What follows belongs to an exercise in optimizing a design on an open flow for small area, a short achievable clock period and few clock cycles per item; a production flow would make more cautious choices.
Function was checked by simulation only, so behaviour that the tests miss may differ from the original.
Power and IR drop assume default switching activity.

## job 2801
Design bmr_blockrot, start of the top module:
module bmr_blockrot (
    input  wire        clk,
    input  wire        rst,         
    input  wire        in_valid,
    output wire        in_ready,
    input  wire [63:0] in_data,
    input  wire        in_tpose,    
    output wire        out_valid,
    input  wire        out_ready,
    output wire [63:0] out_data
);
    reg [5:0]  phi;                 
    reg        ino;                 
    reg [6:0]  m;                   
    reg        inop;                
    reg        odv;                 
    reg        dop;                 
    reg        rev;                 
    reg [5:0]  rc;                  
    reg        ins;                 
    reg        rdy;                 
    reg [63:0] rd;                  
    reg        rt;                  
    reg        rv;                  
    reg [63:0] oh, ot;              
    reg        ohv, otv;
    wire revc = rev || (odv && otv);        
    wire adv  = !revc;                      
    wire dlv  = adv && odv;                 
    wire idle = ino && (m == 7'd0) && !odv;
    wire opop = ohv && out_ready;
    wire in_fire = in_valid && rdy;
    wire        op_in = (m == 7'd0) ? rt : inop;
  ...
Size: about 5700 cells after synthesis, roughly 4300 flip-flops, roughly 140 I/O pins, ~0.098 mm² of cells after synthesis.
export LEC_CHECK = 0
export CAP_MARGIN = 20
export CORE_MARGIN = 2
export CORE_UTILIZATION = 75
export CTS_CLUSTER_DIAMETER = 80
export CTS_CLUSTER_SIZE = 28
export PLACE_DENSITY = 0.85
export SETUP_SLACK_MARGIN = 5
export SLEW_MARGIN = 20
export TNS_END_PERCENT = 100
create_clock -name core_clock -period 8.0 [get_ports {clk}]
run.sh (not shown) runs the stock make flow with config.mk's settings and CLKGATE_MAP_FILE= SYNTH_SCRIPT=/design/flow/synth_recipe.tcl, a recipe that flattens the netlist after the stock synthesis.
Testbench counts of job 2801, summed over its fixed seeds: cycles 8,720, blocks 128.
The inputs of job 5647 differ from those of job 2801 as listed below.
-- flow/config.mk --
<<< job 2801, line 8
export CAP_MARGIN = 20
export CORE_MARGIN = 2
export CORE_UTILIZATION = 75
export CTS_CLUSTER_DIAMETER = 80
export CTS_CLUSTER_SIZE = 28
export PLACE_DENSITY = 0.85
export SETUP_SLACK_MARGIN = 5
export SLEW_MARGIN = 20
>>> job 5647, line 8
export CAP_MARGIN = 20
export CORE_MARGIN = 2
export CORE_UTILIZATION = 65
export CTS_CLUSTER_DIAMETER = 100
export CTS_CLUSTER_SIZE = 24
export PLACE_DENSITY = 0.75
export SETUP_SLACK_MARGIN = 5
export SLEW_MARGIN = 20
==> notes.md <==
The part of the cycle the worst path needs reported for job 5647 is smaller than that of job 2801 by 5.0 points.
Job 5647 vs. job 2801: final instance count without filler cells increased by 295 relative to the old numbers, peak ir drop on the vdd network decreased by 0.038 mV relative to the old numbers, worst slack on hold paths decreased by 36 ps relative to the old numbers.
In the tables for job 5647 and job 2801, number of gates resized after CTS reads higher with job 2801.
Setup changes, job 5647 to job 3807
==> flow/flow/run.sh (new file) <==
#!/bin/bash
set -euo pipefail
export SETUP_SLACK_MARGIN=5.5
bash standard.sh > standard.log 2>&1
==> flow/standard.sh (new file) <==
#!/bin/bash
# synth_recipe.tcl (not shown) runs the flow's synth.tcl, then flattens the netlist and writes it again
# the make line also repeats each setting of config.mk as NAME=value (left out here)
make -C /OpenROAD-flow-scripts/flow DESIGN_CONFIG=/design/flow/config.mk WORK_HOME=/design/flow/orfs CLKGATE_MAP_FILE= SYNTH_SCRIPT=/design/flow/synth_recipe.tcl "${@:-finish}"
-- flow/config.mk --
<<< job 5647, line 9
export CORE_MARGIN = 2
export CORE_UTILIZATION = 65
export CTS_CLUSTER_DIAMETER = 100
export CTS_CLUSTER_SIZE = 24
export PLACE_DENSITY = 0.75
export SETUP_SLACK_MARGIN = 5
export SLEW_MARGIN = 20
export TNS_END_PERCENT = 100
>>> job 3807, line 9
export CORE_MARGIN = 2
export CORE_UTILIZATION = 65
export CTS_CLUSTER_DIAMETER = 80
export CTS_CLUSTER_SIZE = 28
export PLACE_DENSITY = 0.75
export SLEW_MARGIN = 20
export TNS_END_PERCENT = 100
removed: flow/run.sh
--- outcome ---
Against job 5647, net total in the final layout in job 3807 rose slightly. Between job 3807 and job 5647, global-route usage is higher for job 5647, job 3807 comes in under that. Changes observed in job 3807 relative to job 5647: part of the power in combinational logic went up; worst hold slack higher. Job 3807 vs. job 5647: final wirelength went down by 11000 µm, overall power consumption up 2.1%. Summary of job 3807 over job 5647: part of the total power dissipated in the clock network dropped 2.0 points; final standard cell utilization of the core climbed 1.7 points.
What job 9213 does differently from job 3807 at the input level:
==> flow/run.sh (new file) <==
#!/bin/bash
# synth_recipe.tcl (not shown) runs the flow's synth.tcl, then flattens the netlist and writes it again
# the make line also repeats each setting of config.mk as NAME=value (left out here)
make -C /OpenROAD-flow-scripts/flow DESIGN_CONFIG=/design/flow/config.mk WORK_HOME=/design/flow/orfs CLKGATE_MAP_FILE= SYNTH_SCRIPT=/design/flow/synth_recipe.tcl finish
-- flow/config.mk --
<<< job 3807, line 9
export CORE_MARGIN = 2
export CORE_UTILIZATION = 65
export CTS_CLUSTER_DIAMETER = 80
export CTS_CLUSTER_SIZE = 28
export PLACE_DENSITY = 0.75
export SLEW_MARGIN = 20
export TNS_END_PERCENT = 100
>>> job 9213, line 9
export CORE_MARGIN = 2
export CORE_UTILIZATION = 65
export CTS_CLUSTER_DIAMETER = 100
export CTS_CLUSTER_SIZE = 30
export PLACE_DENSITY = 0.75
export SETUP_SLACK_MARGIN = 5
export SLEW_MARGIN = 20
export TNS_END_PERCENT = 100
removed: flow/flow/run.sh
removed: flow/standard.sh
### Flow results
- Going from job 3807 to job 9213, total global routing track utilization grows by 1.1 points.
- Against job 3807 as the reference, job 9213 delivers a lower final area.
- Between job 3807 and job 9213, placer congestion estimate decreased.
- Changes observed in job 9213 relative to job 3807: minimum period implied by the final worst setup slack closely matched the old numbers, share of power burned in registers went up by 3.2 points, post-synthesis to final-layout area growth has decreased, share of the clock period used by the worst path about even, via count now smaller.
Changes in job 1853 relative to job 9213:
-- flow/config.mk --
<<< job 9213, line 9
export CORE_MARGIN = 2
export CORE_UTILIZATION = 65
export CTS_CLUSTER_DIAMETER = 100
export CTS_CLUSTER_SIZE = 30
export PLACE_DENSITY = 0.75
export SETUP_SLACK_MARGIN = 5
>>> job 1853, line 9
export CORE_MARGIN = 2
export CORE_UTILIZATION = 65
export CTS_CLUSTER_DIAMETER = 80
export CTS_CLUSTER_SIZE = 28
export PLACE_DENSITY = 0.75
export SETUP_SLACK_MARGIN = 5
==> notes.md <==
- In job 1853, the clock share of power came out 0.9 points above the value in job 9213.
- Going from job 9213 to job 1853, global-route wire length before repair shrank slightly.
- Routing usage on met2: job 1853 < job 9213
- Utilization: job 9213 and job 1853 compared, higher one is job 1853
- Looking at register-to-register slack across both flows, job 1853 is the stronger of the two, with job 9213 trailing.
- Total via count after detailed routing sits higher in job 1853 than in job 9213.


bmr_blockrot, a different RTL version from the one above (not shown whole).
For scale: about 4300 flip-flops, about 140 I/O pins, ~0.12 mm^2 of cells after synthesis.
make LEC_CHECK=0 CAP_MARGIN=20 CORE_MARGIN=2 CORE_UTILIZATION=65 CTS_CLUSTER_DIAMETER=80 CTS_CLUSTER_SIZE=28 PLACE_DENSITY=0.75 SETUP_SLACK_MARGIN=5 SLEW_MARGIN=20 TNS_END_PERCENT=100 finish   # period 8.0 ns
Stock flow here: none of the scripts above is used.
Testbench counts at the start, summed over its fixed seeds: cycles 8,720, blocks 128.
Change:
--- a/flow/config.mk
+++ b/flow/config.mk
@@ -10,4 +10,4 @@
 export CORE_UTILIZATION = 65
-export CTS_CLUSTER_DIAMETER = 80
-export CTS_CLUSTER_SIZE = 28
+export CTS_CLUSTER_DIAMETER = 100
+export CTS_CLUSTER_SIZE = 30
 export PLACE_DENSITY = 0.75
Effect: Global-route usage barely changes; total power goes down by 1.0%; sequential share of layout area goes up by 0.24 points; area after synthesis is unchanged; routed wire length hardly moves; setup slack loses 0.0081 ns; sequential cell count stays the same; die area stays the same; register-to-register slack gains 0.03 ns.
Change:
==> flow/flow/run.sh (new file) <==
#!/bin/bash
set -euo pipefail
export SETUP_SLACK_MARGIN=5.5
bash standard.sh > standard.log 2>&1
==> flow/standard.sh (new file) <==
#!/bin/bash
# synth_recipe.tcl (not shown) runs the flow's synth.tcl, then flattens the netlist and writes it again
# the make line also repeats each setting of config.mk as NAME=value (left out here)
make -C /OpenROAD-flow-scripts/flow DESIGN_CONFIG=/design/flow/config.mk WORK_HOME=/design/flow/orfs CLKGATE_MAP_FILE= SYNTH_SCRIPT=/design/flow/synth_recipe.tcl "${@:-finish}"
--- a/flow/config.mk
+++ b/flow/config.mk
@@ -11,5 +11,4 @@
 export CTS_CLUSTER_DIAMETER = 100
-export CTS_CLUSTER_SIZE = 30
+export CTS_CLUSTER_SIZE = 24
 export PLACE_DENSITY = 0.75
-export SETUP_SLACK_MARGIN = 5
 export SLEW_MARGIN = 20
removed: flow/run.sh
Outcome:
- power increases by about 2.7%
- cell area went up by 2.0%
- maximum frequency is higher by 1.8%
Change:
==> flow/run.sh (new file) <==
#!/bin/bash
# synth_recipe.tcl (not shown) runs the flow's synth.tcl, then flattens the netlist and writes it again
# the make line also repeats each setting of config.mk as NAME=value (left out here)
make -C /OpenROAD-flow-scripts/flow DESIGN_CONFIG=/design/flow/config.mk WORK_HOME=/design/flow/orfs CLKGATE_MAP_FILE= SYNTH_SCRIPT=/design/flow/synth_recipe.tcl finish
--- a/flow/config.mk
+++ b/flow/config.mk
@@ -13,2 +13,3 @@
 export PLACE_DENSITY = 0.75
+export SETUP_SLACK_MARGIN = 5
 export SLEW_MARGIN = 20
removed: flow/flow/run.sh
removed: flow/standard.sh
Result: The changed run produced a clean layout; die area is unchanged; routed wire length drops by 6.7%; count of clock-buffer cells in the layout drops by 4.


bmr_blockrot, a different RTL version from the one above (not shown whole).
For scale: about 10000 cells after synthesis, ~4300 flip-flops.
Settings: LEC_CHECK=0, CAP_MARGIN=20, CORE_MARGIN=2, CORE_UTILIZATION=75, CTS_CLUSTER_DIAMETER=100, CTS_CLUSTER_SIZE=24, PLACE_DENSITY=0.85, SETUP_SLACK_MARGIN=5, SLEW_MARGIN=20, TNS_END_PERCENT=100; clock period 8.0 ns.
Stock flow here: none of the scripts above is used.
Testbench counts at the start, summed over its fixed seeds: cycles 8,720, blocks 128.
Rerun with:
Settings changed: CORE_UTILIZATION 75 to 45, PLACE_DENSITY 0.85 to 0.6.
After rerunning:
- clock-buffer cell count increases by 11
- worst setup slack degrades by 0.020 ns
- die area rose by 66%
- design area rises by 1.8%
Rerun with:
Settings changed: CORE_UTILIZATION 45 to 65, PLACE_DENSITY 0.6 to 0.75.
What happened: The changed run finished clean. Setup slack gets better by 0.075 ns. First-iteration DRC count goes up by about 20%. Combinational power goes up by about 3%. Die area goes down by about 30%. Design area goes down by about 1.5%. Via count is about the same.

-- static timing again, ports no longer ideal --
No port has a modelled driver above. Below, the same layouts with a new extraction and two added sets of constraints.
Step 1 (the two cells are an assumption about what drives the block):
set clk [get_ports {clk}]
set_driving_cell -lib_cell sky130_fd_sc_hd__clkbuf_16 $clk
set_driving_cell -lib_cell sky130_fd_sc_hd__buf_2 [delete_from_list [all_inputs] $clk]
Step 2 also shifts input and output timing later by t, the mid clock arrival at the registers, as if the neighbouring blocks saw the same clock.
Slacks: no drivers / after step 1 / after step 2; pairs: no drivers / after step 1.
run	t, ns	setup WS [ns]	latest minus earliest clock arrival (ns)	pins driven straight from the clock port
job 2801	0.925	4.571 / 4.571 / 4.029	0.056 / 0.056	1
job 5647	0.917	4.971 / 4.883 / 4.153	0.099 / 0.099	1
job 3807	0.919	4.983 / 4.897 / 4.625	0.060 / 0.060	1
job 9213	0.893	4.982 / 4.896 / 4.176	0.064 / 0.064	1
job 1853	0.897	4.989 / 4.902 / 4.211	0.075 / 0.075	1
the first run of note 2	0.947	4.952 / 4.857 / 4.130	0.049 / 0.048	1
the second run of note 2	0.936	4.944 / 4.848 / 4.159	0.036 / 0.036	1
the third run of note 2	0.963	4.999 / 4.906 / 4.645	0.043 / 0.044	1
the fourth run of note 2	0.951	4.947 / 4.852 / 4.119	0.029 / 0.029	1
the first run of note 3	0.936	4.881 / 4.795 / 4.436	0.041 / 0.041	1
the second run of note 3	0.986	4.861 / 4.766 / 4.471	0.113 / 0.113	1
the third run of note 3	0.942	4.935 / 4.850 / 4.557	0.050 / 0.050	1
After both steps setup and hold are still met in every run listed. The setup slack of the fourth run of note 2, which loses most, moves by -0.095 ns with the drivers and by -0.828 ns with both steps.
